This design comes from an exercise in tuning for small area and few clock cycles on the open sky130 flow, not from production work.
Function was checked by simulation only, so behaviour that the tests miss may differ from the original.
The clock port is modelled as an ideal driver, which makes a skipped or thinned clock tree look cheaper than it is; a real chip needs a root buffer or a tree.

the reference run:
==> flow/design.v <==
module tacws (
    input  wire        clk,
    input  wire        rst,           
    input  wire        cmd_valid,
    output wire        cmd_ready,
    input  wire [47:0] cmd_word,
    output wire        rsp_valid,
    output wire [1:0]  rsp_status,
    output wire [15:0] rsp_data,
    output wire        bus_valid,
    output wire        bus_we,
    output wire [2:0]  bus_addr,
    output wire [15:0] bus_wdata,
    input  wire        bus_ready,
    input  wire [15:0] bus_rdata
);
    reg        busy;
    reg [3:0]  k;         
    reg        line;      
    reg        s;         
    reg        p;         
    reg        ie;        
    reg [1:0]  ch;        
    reg [2:0]  om;        
    reg [1:0]  lm;        
    reg [15:0] a;         
    reg [15:0] b;         
    wire [3:0] n_op = cmd_word[47:44];
    wire       n_p  = cmd_word[43];
    wire [1:0] n_ch = cmd_word[42:41];
    wire o_apply  = (n_op == 4'h1);
    wire o_chan   = (n_op == 4'h2);
    wire o_pwm    = (n_op == 4'h3);
    wire o_startm = (n_op == 4'h5);
    wire o_stop   = (n_op == 4'h6);
    wire o_getcnt = (n_op == 4'h7);
    wire o_rstcnt = (n_op == 4'h8);
    wire o_setper = (n_op == 4'h9);
    wire o_setdut = (n_op == 4'hA);
    wire o_getcc  = (n_op == 4'hB);
    wire n_illegal = (n_op == 4'h0) || (n_op >= 4'hC);
    wire n_nocfg   = (o_apply || o_chan || o_pwm) && !n_p;
    wire n_badch   = (o_chan || o_pwm || o_setdut || o_getcc) && (n_ch == 2'd3);
    wire [1:0] n_status = n_illegal ? 2'd3 : n_nocfg ? 2'd1 : n_badch ? 2'd2 : 2'd0;
    wire n_none    = n_illegal || n_nocfg || (n_badch && !o_pwm);
    wire n_line = o_chan || o_setdut || o_getcc;
    wire [3:0] n_k = (o_getcnt || o_getcc)           ? 4'd11 :
                     (o_setper || o_setdut || o_pwm) ? 4'd10 :
                     o_rstcnt                        ? 4'd2  : 4'd0;
    wire n_ie = o_apply ? cmd_word[36] : o_chan ? cmd_word[37] : o_stop;
    wire k9   = k[3] & ~k[1] & k[0];
    wire k10  = k[3] & k[1] & ~k[0];
    wire k11  = k[3] & k[1] & k[0];
    wire ld   = ~bus_we;
    wire last = k11 | (k10 & ~p) | (~line & s & ~k[3] & ~k[1] & k[0]);
    wire ch_ok = (ch != 2'd3);
    wire t0 = ~line & (k == 4'd0);
    wire t2 = ~line & (k == 4'd2);
    wire t4 = ~line & (k == 4'd4);
    wire t6 = ~line & (k == 4'd6);
    wire t8 = ~line & (k == 4'd8);
    wire c0 =  line & (k == 4'd0);
    wire c2 =  line & (k == 4'd2);
    wire c4 =  line & (k == 4'd4);
    wire c6 =  line & (k == 4'd6);
    wire c8 =  line & (k == 4'd8);
    wire [1:0] mv = lm & {2{s & ~ie}};     
    reg [15:0] keep, val;
    always @(*) begin
        keep = 16'hFFFF;
        val  = 16'h0000;
        if (t4 | c8)  keep[0] = 1'b0;
        if (t8 | c8)  keep[1] = 1'b0;
        if (t8)       val[1]  = ie;
        if (t2)       begin keep[2] = 1'b0; val[2] = 1'b1; end
        if (t0 | t6 | c6) keep[4] = 1'b0;
        if (t0)       val[4] = mv[0];
        if (t6)       val[4] = lm[0];
        if (c6)       val[4] = ie;
        if (t0 | t6 | c4) keep[5] = 1'b0;
        if (t0)       val[5] = mv[1];
        if (t6)       val[5] = lm[1];
        if (c4)       val[5] = om[0];
        if (t6 | c4)  begin keep[7:6] = 2'b00; val[7:6] = om[2:1]; end
        if (t6 | c0)  keep[8] = 1'b0;
        if (t6)       begin keep[9] = 1'b0; val[9:8] = ch; end
        if (c2)       keep[15:10] = 6'b0;
    end
    assign cmd_ready  = ~busy;
    assign rsp_valid  = ~busy & ~k[3];
    assign rsp_status = k[1:0];
    assign rsp_data   = a;
    assign bus_valid  = busy;
    assign bus_we     = k[0] ^ (k[3] & k[1]);
    assign bus_addr   = {line ? ch + 2'd1 : {1'b0, k10}, k[3] & k[1]};
    assign bus_wdata  = a;
    wire accept = ~busy & cmd_valid;
    wire step   = busy & bus_ready;
    always @(posedge clk)
        b <= ({16{~busy & o_pwm}} & cmd_word[15:0])
           | ({16{~busy & ~o_pwm}} & cmd_word[31:16])
           | ({16{busy}} & b);
    always @(posedge clk) begin
        if (~busy) begin
            line <= n_line;
            s    <= ~o_apply;
            p    <= o_pwm;
            ie   <= n_ie;
            ch   <= n_ch;
            om   <= cmd_word[40:38];
        end else if (step & k10 & p) begin
            line <= ~line & ch_ok;
        end
    end
    wire sel_cmd = accept & ~n_none;
    wire sel_u   = busy & ld;
    wire sel_b   = step & k9;
    wire a_hold  = ~(accept | sel_u | sel_b | (step & last));
    always @(posedge clk)
        a <= ({16{sel_cmd}} & cmd_word[31:16])
           | ({16{sel_u}} & ((bus_rdata & keep) | val))
           | ({16{sel_b}} & b)
           | ({16{a_hold}} & a);
    always @(posedge clk) begin
        if (rst) begin
            busy <= 1'b0;
            k[3] <= 1'b1;
            lm   <= 2'd0;
        end else if (accept) begin
            if (n_none) begin
                k <= {2'b00, n_status};
            end else begin
                busy <= 1'b1;
                k    <= n_k;
            end
            if ((o_apply && n_p) || o_startm)
                lm <= cmd_word[38:37];
            if (o_pwm && n_p)
                lm <= 2'd1;
        end else if (step) begin
            if (last) begin
                busy <= 1'b0;
                k    <= {2'b00, p & ~ch_ok, 1'b0};
            end else if (k10 & p) begin
                k <= 4'd0;
            end else begin
                k <= k + 4'd1;
            end
        end
    end
endmodule
Settings: LEC_CHECK=0, CAP_MARGIN=0, CORE_MARGIN=2, CORE_UTILIZATION=40, SLEW_MARGIN=0; clock period 6.0 ns.
standard.sh (not shown) runs the stock make flow with config.mk's settings and CLKGATE_MAP_FILE= SYNTH_SCRIPT=/design/flow/synth_recipe.tcl, a recipe that flattens the netlist after the stock synthesis.
==> flow/flow/run.sh <==
#!/bin/bash
# ORFS layout through the standard.sh, with these changes:
#  - the ABC mapping script (abc_map.script) maps for area: two rounds of
#    choice-based mapping after fraig/scorr/dc2, and none of ABC's
#    buffering or upsizing (the design has timing slack to spare);
#  - the port buffers are plain buf_1 cells;
set -u
W=$(pwd)
rm -rf "$W/scripts_copy"
cp -r "$FLOW_HOME/scripts" "$W/scripts_copy"
cp "$W/flow/abc_map.script" "$W/scripts_copy/abc_speed.script"
CTS="-sink_clustering_enable -repair_clock_nets -dont_use_dummy_load -buf_list sky130_fd_sc_hd__clkbuf_8"
export BUFFER_PORTS_ARGS="-buffer_cell sky130_fd_sc_hd__buf_1"
export CTS_ARGS="$CTS"
export POST_CTS_TCL="$W/flow/post_cts.tcl"
bash standard.sh "SCRIPTS_DIR=$W/scripts_copy" "CTS_ARGS=$CTS" "POST_CTS_TCL=$W/flow/post_cts.tcl" \
  "BUFFER_PORTS_ARGS=-buffer_cell sky130_fd_sc_hd__buf_1" finish > standard_flow.log 2>&1
==> flow/flow/abc_map.script <==
strash
&get -n
&fraig -x
&put
scorr
dc2
strash
&get -n
&dch -f
&nf -R 1000
&put
strash
&get -n
&dch -f
&nf -R 1000
&put
topo
stime -c
dnsize -c
==> flow/flow/post_cts.tcl <==
set block [ord::get_db_block]
set db [ord::get_db]
set clknet [$block findNet clk]
set roots {}
foreach it [$clknet getITerms] {
  set inst [$it getInst]
  if {[string match "sky130_fd_sc_hd__clkbuf*" [[$inst getMaster] getName]]} { lappend roots $inst }
}
if {[llength $roots] == 1} {
  set root [lindex $roots 0]
  set rootnet [[$root findITerm X] getNet]
  set leaves {}
  foreach it [$rootnet getITerms] {
    if {[$it getInst] ne $root} { lappend leaves $it }
  }
  if {[llength $leaves] <= 4} {
    foreach it $leaves {
      $it disconnect
      $it connect $clknet
    }
    odb::dbInst_destroy $root
    odb::dbNet_destroy $rootnet
    foreach it $leaves {
      [$it getInst] swapMaster [$db findMaster sky130_fd_sc_hd__buf_6]
    }
    puts "post_cts: removed the root clock buffer; clk drives [llength $leaves] buf_6 leaves"
  } else {
    puts "post_cts: root drives [llength $leaves] pins; tree kept"
  }
} else {
  puts "post_cts: [llength $roots] buffers on clk; tree kept"
}
Testbench counts of the reference run, summed over its fixed seeds: cycles 22,002.
Relative to the reference run, the following input files were edited for the trial run:
diff --git a/flow/design.v b/flow/design.v
--- a/flow/design.v
+++ b/flow/design.v
@@ -30,42 +30,40 @@
     wire [1:0] n_ch = cmd_word[42:41];
     wire o_apply  = (n_op == 4'h1);
     wire o_chan   = (n_op == 4'h2);
     wire o_pwm    = (n_op == 4'h3);
     wire o_startm = (n_op == 4'h5);
-    wire o_stop   = (n_op == 4'h6);
-    wire o_getcnt = (n_op == 4'h7);
-    wire o_rstcnt = (n_op == 4'h8);
-    wire o_setper = (n_op == 4'h9);
     wire o_setdut = (n_op == 4'hA);
     wire o_getcc  = (n_op == 4'hB);
     wire n_illegal = (n_op == 4'h0) || (n_op >= 4'hC);
     wire n_nocfg   = (o_apply || o_chan || o_pwm) && !n_p;
     wire n_badch   = (o_chan || o_pwm || o_setdut || o_getcc) && (n_ch == 2'd3);
     wire [1:0] n_status = n_illegal ? 2'd3 : n_nocfg ? 2'd1 : n_badch ? 2'd2 : 2'd0;
     wire n_none    = n_illegal || n_nocfg || (n_badch && !o_pwm);
-    wire n_line = o_chan || o_setdut || o_getcc;
-    wire [3:0] n_k = (o_getcnt || o_getcc)           ? 4'd11 :
-                     (o_setper || o_setdut || o_pwm) ? 4'd10 :
-                     o_rstcnt                        ? 4'd2  : 4'd0;
-    wire n_ie = o_apply ? cmd_word[36] : o_chan ? cmd_word[37] : o_stop;
+    wire n_line = n_op[1] & (n_op[3] | (~n_op[2] & ~n_op[0]));
+    wire [3:0] n_k = {(n_op[3] & (n_op[1] | n_op[0])) | (n_op[1] & n_op[0]),
+                      1'b0,
+                      n_op[3] | (n_op[1] & n_op[0]),
+                      n_op[1] & n_op[0] & (n_op[3] | n_op[2])};
+    wire n_ie = n_op[2] ? n_op[1] : n_op[0] ? (~n_op[1] & cmd_word[36]) : cmd_word[37];
+    wire b_lo = n_op[1] & n_op[0];
     wire k9   = k[3] & ~k[1] & k[0];
     wire k10  = k[3] & k[1] & ~k[0];
     wire k11  = k[3] & k[1] & k[0];
     wire ld   = ~bus_we;
     wire last = k11 | (k10 & ~p) | (~line & s & ~k[3] & ~k[1] & k[0]);
     wire ch_ok = (ch != 2'd3);
-    wire t0 = ~line & (k == 4'd0);
-    wire t2 = ~line & (k == 4'd2);
-    wire t4 = ~line & (k == 4'd4);
-    wire t6 = ~line & (k == 4'd6);
-    wire t8 = ~line & (k == 4'd8);
-    wire c0 =  line & (k == 4'd0);
-    wire c2 =  line & (k == 4'd2);
-    wire c4 =  line & (k == 4'd4);
-    wire c6 =  line & (k == 4'd6);
-    wire c8 =  line & (k == 4'd8);
+    wire t0 = ~line & ~k[3] & ~k[2] & ~k[1];
+    wire t2 = ~line & ~k[3] & ~k[2] &  k[1];
+    wire t4 = ~line & ~k[3] &  k[2] & ~k[1];
+    wire t6 = ~line & ~k[3] &  k[2] &  k[1];
+    wire t8 = ~line &  k[3] & ~k[1];
+    wire c0 =  line & ~k[3] & ~k[2] & ~k[1];
+    wire c2 =  line & ~k[3] & ~k[2] &  k[1];
+    wire c4 =  line & ~k[3] &  k[2] & ~k[1];
+    wire c6 =  line & ~k[3] &  k[2] &  k[1];
+    wire c8 =  line &  k[3] & ~k[1];
     wire [1:0] mv = lm & {2{s & ~ie}};     
     reg [15:0] keep, val;
     always @(*) begin
         keep = 16'hFFFF;
         val  = 16'h0000;
@@ -95,17 +93,17 @@
     assign bus_addr   = {line ? ch + 2'd1 : {1'b0, k10}, k[3] & k[1]};
     assign bus_wdata  = a;
     wire accept = ~busy & cmd_valid;
     wire step   = busy & bus_ready;
     always @(posedge clk)
-        b <= ({16{~busy & o_pwm}} & cmd_word[15:0])
-           | ({16{~busy & ~o_pwm}} & cmd_word[31:16])
+        b <= ({16{~busy & b_lo}} & cmd_word[15:0])
+           | ({16{~busy & ~b_lo}} & cmd_word[31:16])
            | ({16{busy}} & b);
     always @(posedge clk) begin
         if (~busy) begin
             line <= n_line;
-            s    <= ~o_apply;
+            s    <= |n_op[3:1];       
             p    <= o_pwm;
             ie   <= n_ie;
             ch   <= n_ch;
             om   <= cmd_word[40:38];
         end else if (step & k10 & p) begin
==> comparison <==
In the metrics for the trial run and the reference run, the one carrying the lower clock skew is the reference run. The trial run vs the reference run, critical path capture point: k[3] vs a[6]. Summary of the comparison: maximum fanout along the worst path is higher in the trial run, relative to the reference run. The trial run ended up with a higher worst setup slack than the reference run did. Sort the trial run and the reference run by layout-stage area growth over the synthesis result, ascending, and the reference run comes first. The trial run: post-route standard cell area excluding fillers is 36 um^2 lower than what the reference run reported.
Testbench counts of the trial run, summed over its fixed seeds: cycles 22,002.

## re-timing with driven ports
How much do the figures lean on ideal ports? The routed layouts below were timed once more, with nothing changed but the port constraints.
Step 1 assumes that a clkbuf_16 drives the clock port and a buf_2 every other input.
Step 2, shift: input delay + t, output delay - t, t = (earliest + latest rising clock arrival at the registers) / 2. This alone moves slack from input paths to output paths.
a / b / c = ideal / step 1 / step 2; a / b = the first two.
run | shift t [ns] | setup WS [ns] | hold WS [ns]
the reference run | 0.168 | 2.905 / 2.905 / 2.885 | 0.451 / 0.451 / 0.451
the trial run | 0.170 | 3.169 / 3.203 / 3.033 | 0.446 / 0.446 / 0.446
After both steps setup and hold are still met in every run listed. The setup slack of the trial run, which loses most, moves by +0.034 ns with the drivers and by -0.136 ns with both steps.
